This design comes from an exercise in tuning for small area on the open sky130 flow, not from production work.
Only simulation tests tie the RTL to the original design; equivalence was not proved.
The clock input has no modelled driver; a real chip could not lean on it and would need a root buffer or a full tree.
Power is estimated from default activity; no workload was simulated.

==> inputs of job 2602 <==
==> flow/design.v <==
module servo_frame_core (
    input  wire       clk,
    input  wire       rst,
    input  wire       tick,
    input  wire       btn_n,
    input  wire       cmd_valid,
    input  wire       cmd_we,
    input  wire [3:0] cmd_addr,
    input  wire [7:0] cmd_wdata,
    output reg  [7:0] cmd_rdata,
    output reg        cmd_ok,
    output wire [4:0] servo,
    output wire [2:0] phase,
    output wire       win_open,
    output wire [2:0] mode,
    output wire [2:0] tent,
    output wire       sel,
    output wire       cal,
    output wire [3:0] ev
);
    localparam [9:0] TERM      = 10'd600;   
    localparam [9:0] L_OVH     = 10'd184;   
    localparam [9:0] L_IDLE_C  = 10'd115;   
    reg [7:0] p0, p1, p2, p3, p4;    
    reg [3:0] q;                     
    reg [9:0] c;                     
    reg [2:0] js;                    
    reg [1:0] mode_q;                
    reg [1:0] tent_q;                
    reg [4:0] hold_q;                
    reg       sel_q, cal_q;          
    reg       lat_q;                 
    reg       evf_q;                 
    wire idle = q[3];
    wire ovh  = (q == 4'd0);
    assign phase    = {q[2] | idle, q[1] | idle, q[0] & ~idle};
    assign win_open = ovh & ~sel_q & ~cal_q;
    assign mode     = {1'b0, mode_q};
    assign tent     = {1'b0, tent_q};
    assign sel      = sel_q;
    assign cal      = cal_q;
    wire hnz   = |hold_q;
    wire rel_q = ~lat_q;
    wire btn_q = lat_q | hnz;
    wire [3:0] ev_q = {4{evf_q}} & {~lat_q & ~sel_q, ~lat_q & sel_q, lat_q & ~sel_q, lat_q & sel_q};
    assign ev       = ev_q;
    assign servo[0] = (q == 4'd1);
    assign servo[1] = (q == 4'd2);
    assign servo[2] = (q == 4'd3);
    assign servo[3] = (q == 4'd4);
    assign servo[4] = (q == 4'd5);
    wire cmd   = cmd_valid & ~rst;
    wire wr    = cmd & cmd_we;
    wire wr_ok = wr & win_open & (cmd_addr <= 4'h4);
    wire caldone = wr & (cmd_addr == 4'hB) & cmd_wdata[0];
    always @(*) begin
        cmd_rdata = 8'h00;
        cmd_ok    = 1'b0;
        if (cmd) begin
            if (!cmd_we) begin
                cmd_ok = (cmd_addr <= 4'hA);
                case (cmd_addr)
                    4'h0: cmd_rdata = p0;
                    4'h1: cmd_rdata = p1;
                    4'h2: cmd_rdata = p2;
                    4'h3: cmd_rdata = p3;
                    4'h4: cmd_rdata = p4;
                    4'h5: cmd_rdata = {6'b0, mode_q};
                    4'h6: cmd_rdata = {6'b0, tent_q};
                    4'h7: cmd_rdata = {3'b0, win_open, rel_q, btn_q, cal_q, sel_q};
                    4'h8: cmd_rdata = {3'b0, hold_q};
                    4'h9: cmd_rdata = {4'b0, ev_q};
                    4'hA: cmd_rdata = {5'b0, phase};
                    default: cmd_rdata = 8'h00;
                endcase
            end else begin
                cmd_ok = (cmd_addr <= 4'h4) ? win_open : (cmd_addr == 4'hB);
            end
        end
    end
    wire uend  = tick & js[2] & ~js[1];
    wire term  = c[9] & c[6] & c[4] & c[3];
    wire pend  = uend & term;                
    wire last  = q[2] & q[0];                
    wire bnd   = pend & idle & last;         
    wire pr     = ~btn_n;
    wire h19    = hold_q[4] & hold_q[1] & hold_q[0];
    wire e_inc  = pr & rel_q & ~h19;
    wire e_ent  = pr & rel_q & h19 & ~sel_q;
    wire e_com  = pr & rel_q & h19 & sel_q;
    wire e_taps = ~pr & sel_q & hnz;
    wire e_tapn = ~pr & ~sel_q & hnz;
    wire [1:0] tent_inc = (tent_q == 2'd2) ? 2'd0 : tent_q + 2'd1;
    wire [1:0] rtent = e_taps ? tent_inc : tent_q;
    wire rnd = bnd & (e_ent | e_com | e_taps);           
    wire set_any = bnd & (e_ent | e_taps);
    wire we0 = wr_ok & (cmd_addr[2:0] == 3'd0);
    wire we1 = wr_ok & (cmd_addr[2:0] == 3'd1);
    wire we2 = wr_ok & (cmd_addr[2:0] == 3'd2);
    wire we3 = wr_ok & (cmd_addr[2:0] == 3'd3);
    wire we4 = wr_ok & (cmd_addr[2:0] == 3'd4);
    wire kp  = ~rst & ~rnd;
    wire [7:0] pn0 = (p0 & {8{kp & ~we0}}) | (cmd_wdata & {8{we0}}) | {8{set_any & (rtent == 2'd0)}};
    wire [7:0] pn1 = (p1 & {8{kp & ~we1}}) | (cmd_wdata & {8{we1}}) | {8{set_any & (rtent == 2'd1)}};
    wire [7:0] pn2 = (p2 & {8{kp & ~we2}}) | (cmd_wdata & {8{we2}}) | {8{set_any & (rtent == 2'd2)}};
    wire [7:0] pn3 = (p3 & {8{kp & ~we3}}) | (cmd_wdata & {8{we3}});
    wire [7:0] pn4 = (p4 & {8{kp & ~we4}}) | (cmd_wdata & {8{we4}});
    reg [7:0] psel;
    always @(*) begin
        case (q[2:0])
            3'd0: psel = pn0;
            3'd1: psel = p1;
            3'd2: psel = p2;
            3'd3: psel = p3;
            default: psel = p4;
        endcase
    end
    reg [9:0] c_ld;
    always @(*) begin
        if (last)
            c_ld = idle ? L_OVH : L_IDLE_C;
        else if (idle)
            c_ld = {1'b0, q[2:0] != 3'd0, ~psel};
        else
            c_ld = {2'b01, psel};
    end
    wire [3:0] q_nx = last ? {~idle, 3'd0} : q + 4'd1;
    wire [9:0] tgl;
    assign tgl[0] = uend;
    genvar gi;
    generate
        for (gi = 1; gi < 10; gi = gi + 1) begin : g_tgl
            assign tgl[gi] = tgl[gi-1] & c[gi-1];
        end
    endgenerate
    always @(posedge clk) begin
        if (rst) begin
            q  <= 4'd0;
            c  <= L_OVH;
            js <= 3'b011;
        end else if (tick) begin
            if (pend)
                q <= q_nx;
            c <= c ^ (pend ? (c_ld ^ TERM) : tgl);
            if (pend && last)
                js <= 3'b011;
            else
                js <= {js[1:0], ~js[2]};
        end
    end
    always @(posedge clk) begin
        p0 <= pn0;
        p1 <= pn1;
        p2 <= pn2;
        p3 <= pn3;
        p4 <= pn4;
    end
    always @(posedge clk) begin
        if (rst) begin
            mode_q <= 2'd0;
            tent_q <= 2'd0;
            hold_q <= 5'd0;
            sel_q  <= 1'b0;
            cal_q  <= 1'b0;
            lat_q  <= 1'b0;
            evf_q  <= 1'b0;
        end else begin
            if (caldone)
                cal_q <= 1'b0;
            if (bnd) begin
                evf_q  <= e_ent | e_com | e_taps | e_tapn;
                hold_q <= e_inc ? hold_q + 5'd1 : 5'd0;
                if (~pr)
                    lat_q <= 1'b0;
                else if (e_ent | e_com)
                    lat_q <= 1'b1;
                if (e_ent)
                    sel_q <= 1'b1;
                if (e_com) begin
                    sel_q  <= 1'b0;
                    mode_q <= tent_q;
                    cal_q  <= (tent_q == 2'd0);
                end
                if (e_taps)
                    tent_q <= tent_inc;
            end
        end
    end
endmodule
==> flow/flow/run.sh <==
#!/bin/bash
# Own layout flow: the standard ORFS flow (standard.sh) with
#  - synthesis through flow/synth.tcl (area-oriented ABC script),
#  - port buffers made from the smallest buffer cell,
#  - a small clock tree of its own in place of TritonCTS (flow/pre_cts.tcl).
# Each make run's full output goes to a log file in the work folder; ORFS
# keeps each tool's own log under orfs/logs/.
set -euo pipefail
here=$(pwd)
export OWN_FLOW_DIR=$here/flow
export FLOW_SYNTH_TCL=$here/synth_recipe.tcl
export BUFFER_PORTS_ARGS="-buffer_cell sky130_fd_sc_hd__buf_1"
export PRE_CTS_TCL=$here/flow/pre_cts.tcl
export OWN_CTS_GROUPS=5
export OWN_CTS_BUF=sky130_fd_sc_hd__clkbuf_8
export OWN_CTS_ROOT=sky130_fd_sc_hd__clkbuf_2
sed "s#SYNTH_SCRIPT=[^ ]*#SYNTH_SCRIPT=$here/flow/synth.tcl#" standard.sh > standard_own.sh
grep -q "SYNTH_SCRIPT=$here/flow/synth.tcl" standard_own.sh
bash ./standard_own.sh > flow_make.log 2>&1
==> flow/flow/abc_area.script <==
strash
&get -n
&deepsyn -J 100 -T 150 -S 1
&st
&dc2
&dc2
&dch -f
&nf -R 200 -E 20
&put
==> flow/flow/clock_buffers.tcl <==
# A small clock tree for this small design, used in place of TritonCTS's
# H-tree: the registers are split into OWN_CTS_GROUPS groups of nearby
# registers (recursive bisection along the longer side), each group's clock
# pins are driven by one OWN_CTS_BUF buffer placed at the group's centre, and
# the group buffers are driven by one OWN_CTS_ROOT buffer placed at their
# centre, which the clock port drives.

proc own_cts_split {sinks k} {
  if {$k <= 1} { return [list $sinks] }
  set xs {}; set ys {}
  foreach s $sinks { lappend xs [lindex $s 1]; lappend ys [lindex $s 2] }
  set xs [lsort -integer $xs]; set ys [lsort -integer $ys]
  set dx [expr {[lindex $xs end] - [lindex $xs 0]}]
  set dy [expr {[lindex $ys end] - [lindex $ys 0]}]
  set idx [expr {$dx >= $dy ? 1 : 2}]
  set sorted [lsort -integer -index $idx $sinks]
  set k1 [expr {$k / 2}]
  set n1 [expr {[llength $sorted] * $k1 / $k}]
  return [concat [own_cts_split [lrange $sorted 0 [expr {$n1 - 1}]] $k1] \
                 [own_cts_split [lrange $sorted $n1 end] [expr {$k - $k1}]]]
}

proc own_cts_centre {points} {
  set sx 0; set sy 0
  foreach p $points { set sx [expr {$sx + [lindex $p 1]}]; set sy [expr {$sy + [lindex $p 2]}] }
  return [list [expr {$sx / [llength $points]}] [expr {$sy / [llength $points]}]]
}

proc own_clock_tree {} {
  set k $::env(OWN_CTS_GROUPS)
  set db [ord::get_db]
  set block [ord::get_db_block]
  set leaf [$db findMaster $::env(OWN_CTS_BUF)]
  set root [$db findMaster $::env(OWN_CTS_ROOT)]
  set clk [$block findNet clk]
  set sinks {}
  foreach it [$clk getITerms] {
    set bb [[$it getInst] getBBox]
    lappend sinks [list $it [expr {([$bb xMin] + [$bb xMax]) / 2}] [expr {([$bb yMin] + [$bb yMax]) / 2}]]
  }
  set trunk [odb::dbNet_create $block "clknet_own_root"]
  $trunk setSigType CLOCK
  set centres {}
  set g 0
  foreach grp [own_cts_split $sinks $k] {
    lassign [own_cts_centre $grp] cx cy
    lappend centres [list {} $cx $cy]
    set buf [odb::dbInst_create $block $leaf "clkbuf_own_$g"]
    set net [odb::dbNet_create $block "clknet_own_$g"]
    $net setSigType CLOCK
    foreach s $grp {
      set it [lindex $s 0]
      $it disconnect
      $it connect $net
    }
    [$buf findITerm A] connect $trunk
    [$buf findITerm X] connect $net
    $buf setLocation $cx $cy
    $buf setPlacementStatus PLACED
    incr g
  }
  lassign [own_cts_centre $centres] cx cy
  set rbuf [odb::dbInst_create $block $root "clkbuf_own_root"]
  [$rbuf findITerm A] connect $clk
  [$rbuf findITerm X] connect $trunk
  $rbuf setLocation $cx $cy
  $rbuf setPlacementStatus PLACED
  $clk setSigType CLOCK
}
==> flow/flow/pre_cts.tcl <==
# Run before cts.tcl's clock_tree_synthesis call: replace that call with the
# small clock tree of clock_buffers.tcl.
source [file join $::env(OWN_FLOW_DIR) clock_buffers.tcl]
rename clock_tree_synthesis triton_clock_tree_synthesis
proc clock_tree_synthesis {args} {
  own_clock_tree
  set_propagated_clock [all_clocks]
}
==> flow/flow/synth.tcl <==
# Synthesis for this flow: the standard synthesis script, with the
# combinational mapping done by an area-oriented ABC script, without the
# full/half-adder extraction, and with the smallest buffer for the buffers
# that synthesis puts on constant outputs. Registers are made exactly as in the standard
# synthesis (the changes only touch the steps after flip-flop mapping).
proc extract_fa {args} {}
proc insbuf {args} { yosys insbuf -buf sky130_fd_sc_hd__buf_1 A X }
proc abc {args} {
  set i [lsearch -exact $args -script]
  if {$i >= 0} {
    lset args [expr {$i + 1}] [file join $::env(OWN_FLOW_DIR) abc_area.script]
  }
  set j [lsearch -exact $args -D]
  if {$j >= 0} {
    set args [lreplace $args $j [expr {$j + 1}]]
  }
  set k [lsearch -exact $args -constr]
  if {$k >= 0} {
    set args [lreplace $args $k [expr {$k + 1}]]
  }
  yosys abc {*}$args
}
source $::env(FLOW_SYNTH_TCL)
==> flow/standard.sh <==
#!/bin/bash
# synth_recipe.tcl (not shown) runs the flow's synth.tcl, then flattens the netlist and writes it again
# the make line also repeats each setting of config.mk as NAME=value (left out here)
make -C /OpenROAD-flow-scripts/flow DESIGN_CONFIG=/design/flow/config.mk WORK_HOME=/design/flow/orfs CLKGATE_MAP_FILE= SYNTH_SCRIPT=/design/flow/synth_recipe.tcl "${@:-finish}"
==> flow/config.mk <==
export PLATFORM = sky130hd
export DESIGN_NAME = servo_frame_core
export DESIGN_NICKNAME = servo_frame_core
export VERILOG_FILES = /design/flow/design.v
export SDC_FILE = /design/flow/constraint.sdc
export NUM_CORES = 4
export LEC_CHECK = 0
export CAP_MARGIN = 10
export CORE_MARGIN = 2
export CORE_UTILIZATION = 55
export GPL_TIMING_DRIVEN = 0
export PLACE_DENSITY = 0.7
export SLEW_MARGIN = 10
==> flow/constraint.sdc <==
create_clock -name core_clock -period 12.0 [get_ports {clk}]
set_input_delay 2.4000 -clock core_clock [delete_from_list [all_inputs] [get_ports {clk}]]
set_output_delay 2.4000 -clock core_clock [all_outputs]
set_load 0.01 [all_outputs]
==> job 4554 (differences from job 2602) <==
--- a/flow/design.v
+++ b/flow/design.v
@@ -82,6 +82,5 @@
     wire term  = c[9] & c[6] & c[4] & c[3];
     wire pend  = uend & term;                
-    wire last  = q[2] & q[0];                
-    wire bnd   = pend & idle & last;         
+    wire bnd   = pend & (q == 4'd13);        
     wire pr     = ~btn_n;
     wire h19    = hold_q[4] & hold_q[1] & hold_q[0];
@@ -118,6 +117,8 @@
     reg [9:0] c_ld;
     always @(*) begin
-        if (last)
-            c_ld = idle ? L_OVH : L_IDLE_C;
+        if (q == 4'd5)
+            c_ld = L_IDLE_C;
+        else if (q == 4'd13)
+            c_ld = L_OVH;
         else if (idle)
             c_ld = {1'b0, q[2:0] != 3'd0, ~psel};
@@ -125,13 +126,5 @@
             c_ld = {2'b01, psel};
     end
-    wire [3:0] q_nx = last ? {~idle, 3'd0} : q + 4'd1;
-    wire [9:0] tgl;
-    assign tgl[0] = uend;
-    genvar gi;
-    generate
-        for (gi = 1; gi < 10; gi = gi + 1) begin : g_tgl
-            assign tgl[gi] = tgl[gi-1] & c[gi-1];
-        end
-    endgenerate
+    wire [3:0] q_nx = (q == 4'd5) ? 4'd8 : (q == 4'd13) ? 4'd0 : q + 4'd1;
     always @(posedge clk) begin
         if (rst) begin
@@ -140,8 +133,11 @@
             js <= 3'b011;
         end else if (tick) begin
-            if (pend)
+            if (pend) begin
                 q <= q_nx;
-            c <= c ^ (pend ? (c_ld ^ TERM) : tgl);
-            if (pend && last)
+                c <= c_ld;
+            end else if (uend) begin
+                c <= c + 10'd1;
+            end
+            if (pend && (q == 4'd5 || q == 4'd13))
                 js <= 3'b011;
             else
==> flow/flow/run.sh (replaced) <==
#!/bin/bash
# Own layout flow: the standard ORFS flow (standard.sh) with
#  - synthesis through flow/synth.tcl (area-oriented ABC script),
#  - port buffers made from the smallest buffer cell,
#  - a clock tree without dummy loads.
# Each make run's full output goes to a log file in the work folder; ORFS
# keeps each tool's own log under orfs/logs/.
set -euo pipefail
here=$(pwd)
export OWN_FLOW_DIR=$here/flow
export FLOW_SYNTH_TCL=$here/synth_recipe.tcl
export BUFFER_PORTS_ARGS="-buffer_cell sky130_fd_sc_hd__buf_1"
export CTS_ARGS="-sink_clustering_enable -repair_clock_nets -dont_use_dummy_load"
sed "s#SYNTH_SCRIPT=[^ ]*#SYNTH_SCRIPT=$here/flow/synth.tcl#" standard.sh > standard_own.sh
grep -q "SYNTH_SCRIPT=$here/flow/synth.tcl" standard_own.sh
bash ./standard_own.sh > flow_make.log 2>&1
==> flow/flow/abc_area.script (replaced) <==
strash
ifraig
scorr
dc2
dretime
strash
&get -n
&dch -f
&nf
&put
==> flow/flow/synth.tcl (replaced) <==
# Synthesis for this flow: the standard synthesis script, with the
# combinational mapping done by an area-oriented ABC script and without the
# full/half-adder extraction. Registers are made exactly as in the standard
# synthesis (the changes only touch the steps after flip-flop mapping).
proc extract_fa {args} {}
proc abc {args} {
  set i [lsearch -exact $args -script]
  if {$i >= 0} {
    lset args [expr {$i + 1}] [file join $::env(OWN_FLOW_DIR) abc_area.script]
  }
  set j [lsearch -exact $args -D]
  if {$j >= 0} {
    set args [lreplace $args $j [expr {$j + 1}]]
  }
  set k [lsearch -exact $args -constr]
  if {$k >= 0} {
    set args [lreplace $args $k [expr {$k + 1}]]
  }
  yosys abc {*}$args
}
source $::env(FLOW_SYNTH_TCL)
CAP_MARGIN = 20   (was 10)
CORE_UTILIZATION = 75   (was 55)
PLACE_DENSITY = 0.88   (was 0.7)
SLEW_MARGIN = 20   (was 10)
removed: flow/flow/clock_buffers.tcl
removed: flow/flow/pre_cts.tcl
==> job 1847 (differences from job 2602) <==
--- a/flow/flow/run.sh
+++ b/flow/flow/run.sh
@@ -12,5 +12,5 @@
 export BUFFER_PORTS_ARGS="-buffer_cell sky130_fd_sc_hd__buf_1"
 export PRE_CTS_TCL=$here/flow/pre_cts.tcl
-export OWN_CTS_GROUPS=5
+export OWN_CTS_GROUPS=6
 export OWN_CTS_BUF=sky130_fd_sc_hd__clkbuf_8
 export OWN_CTS_ROOT=sky130_fd_sc_hd__clkbuf_2
==> flow/flow/abc_area.script (replaced) <==
strash
&get -n
&st
&dc2
&dch -f
&nf -R 200 -E 20
&st
&dc2
&dch -f
&nf -R 200 -E 20
&put
==> flow/flow/synth.tcl (replaced) <==
# Synthesis for this flow: the standard synthesis script, with the
# combinational mapping done by an area-oriented ABC script and without the
# full/half-adder extraction. Registers are made exactly as in the standard
# synthesis (the changes only touch the steps after flip-flop mapping).
proc extract_fa {args} {}
proc abc {args} {
  set i [lsearch -exact $args -script]
  if {$i >= 0} {
    lset args [expr {$i + 1}] [file join $::env(OWN_FLOW_DIR) abc_area.script]
  }
  set j [lsearch -exact $args -D]
  if {$j >= 0} {
    set args [lreplace $args $j [expr {$j + 1}]]
  }
  set k [lsearch -exact $args -constr]
  if {$k >= 0} {
    set args [lreplace $args $k [expr {$k + 1}]]
  }
  yosys abc {*}$args
}
source $::env(FLOW_SYNTH_TCL)
CAP_MARGIN = 0   (was 10)
CELL_PAD_IN_SITES_DETAIL_PLACEMENT = 0   (was default)
CELL_PAD_IN_SITES_GLOBAL_PLACEMENT = 0   (was default)
CORE_UTILIZATION = 82   (was 55)
PLACE_DENSITY = 0.92   (was 0.7)
SLEW_MARGIN = 0   (was 10)
==> job 9783 (differences from job 2602) <==
==> flow/flow/abc_area.script (replaced) <==
strash
&get -n
&st
&dc2
&dc2
&dch -f
&nf -R 200 -E 20
&st
&dc2
&dc2
&dch -f
&nf -R 200 -E 20
&put
==> flow/flow/synth.tcl (replaced) <==
# Synthesis for this flow: the standard synthesis script, with the
# combinational mapping done by an area-oriented ABC script and without the
# full/half-adder extraction. Registers are made exactly as in the standard
# synthesis (the changes only touch the steps after flip-flop mapping).
proc extract_fa {args} {}
proc abc {args} {
  set i [lsearch -exact $args -script]
  if {$i >= 0} {
    lset args [expr {$i + 1}] [file join $::env(OWN_FLOW_DIR) abc_area.script]
  }
  set j [lsearch -exact $args -D]
  if {$j >= 0} {
    set args [lreplace $args $j [expr {$j + 1}]]
  }
  set k [lsearch -exact $args -constr]
  if {$k >= 0} {
    set args [lreplace $args $k [expr {$k + 1}]]
  }
  yosys abc {*}$args
}
source $::env(FLOW_SYNTH_TCL)
CORE_UTILIZATION = 72   (was 55)
PLACE_DENSITY = 0.85   (was 0.7)
==> notes.md <==
- Run status: stopped before the end
- Fail Step: global placement (3_3_place_gp)
- Halt Reason: [ERROR GPL-0301] Utilization 104.020 % exceeds 100%.
- Largest family of logic cells by synthesized area: compound AO/OA/AOI/OAI gates
- Most common cell in the netlist: dfxtp_1
- Post-synthesis mux area share: less than 1%
- Compound-Gate Fraction of Synth Area: between 30 and 40%
- Post-synth top area share: between 40% and 50%
(the above is from job 1847)
==> notes.md <==
- Syn_area_per_cell: around 8.6 sq um
- Run status: finished clean
- Post-synthesis mux area share: less than 1%
- Pwr Density: between 100 and 150 mW/mm^2
- Post-synth top area share: approximately two fifths
- Largest family of logic cells by synthesized area: compound AO/OA/AOI/OAI gates
- Vias in the first global route: 3564
- Compound-Gate Fraction of Synth Area: about 35%
- Most common cell in the netlist: dfxtp_1
- Kind of critical path: in -> out
(the above is from job 9783)
==> notes.md <==
- Most common cell in the netlist: nand2_1
- Largest family of logic cells by synthesized area: simple AND/OR/NAND/NOR gates
- RSZ-0062 raised after global routing: no
- Run status: finished clean
- Compound-Gate Fraction of Synth Area: between 20% and 30%
- Post-synthesis mux area share: just over 2%
- Post-synth top area share: approximately 39%
(the above is from job 4554)
==> notes.md <==
- Post-synthesis mux area share: 0.606%
- Net Sw Frac: between 20% and 30%
- Run status: finished clean
- Post-synth top area share: 42.4%
- Compound-Gate Fraction of Synth Area: between 30% and 40%
- Most common cell in the netlist: dfxtp_1
- Largest family of logic cells by synthesized area: compound AO/OA/AOI/OAI gates
(the above is from job 2602)
In job 2602 and job 9783 the design's own scripts or RTL, not TritonCTS, make the clock network.

what the ideal ports hide:
No port has a modelled driver above. Below, the same layouts with a new extraction and two added sets of constraints. Step 1 (the two cells are an assumption about what drives the block):
set clk [get_ports {clk}]
set_driving_cell -lib_cell sky130_fd_sc_hd__clkbuf_16 $clk
set_driving_cell -lib_cell sky130_fd_sc_hd__buf_2 [delete_from_list [all_inputs] $clk]
Step 2 times the ports against the registers' clock, not the clock port: input delays grow and output delays shrink by t, the midpoint of the rising clock arrivals with the driver on. Three values: no drivers, after step 1, after step 2; two values: the first two.
| run | t, ns | slack for setup (ns) | cell pins on the clock port's net |
|---|---|---|---|
| job 2602 | 0.508 | 5.067 / 5.038 / 5.038 | 1 |
| job 4554 | 0.374 | 4.818 / 4.795 / 4.795 | 1 |
| job 9783 | 0.534 | 4.816 / 4.792 / 4.792 | 1 |
After both steps setup and hold are still met in every run listed. The setup slack of job 2602, which loses most, moves by -0.029 ns with the drivers and by -0.029 ns with both steps.
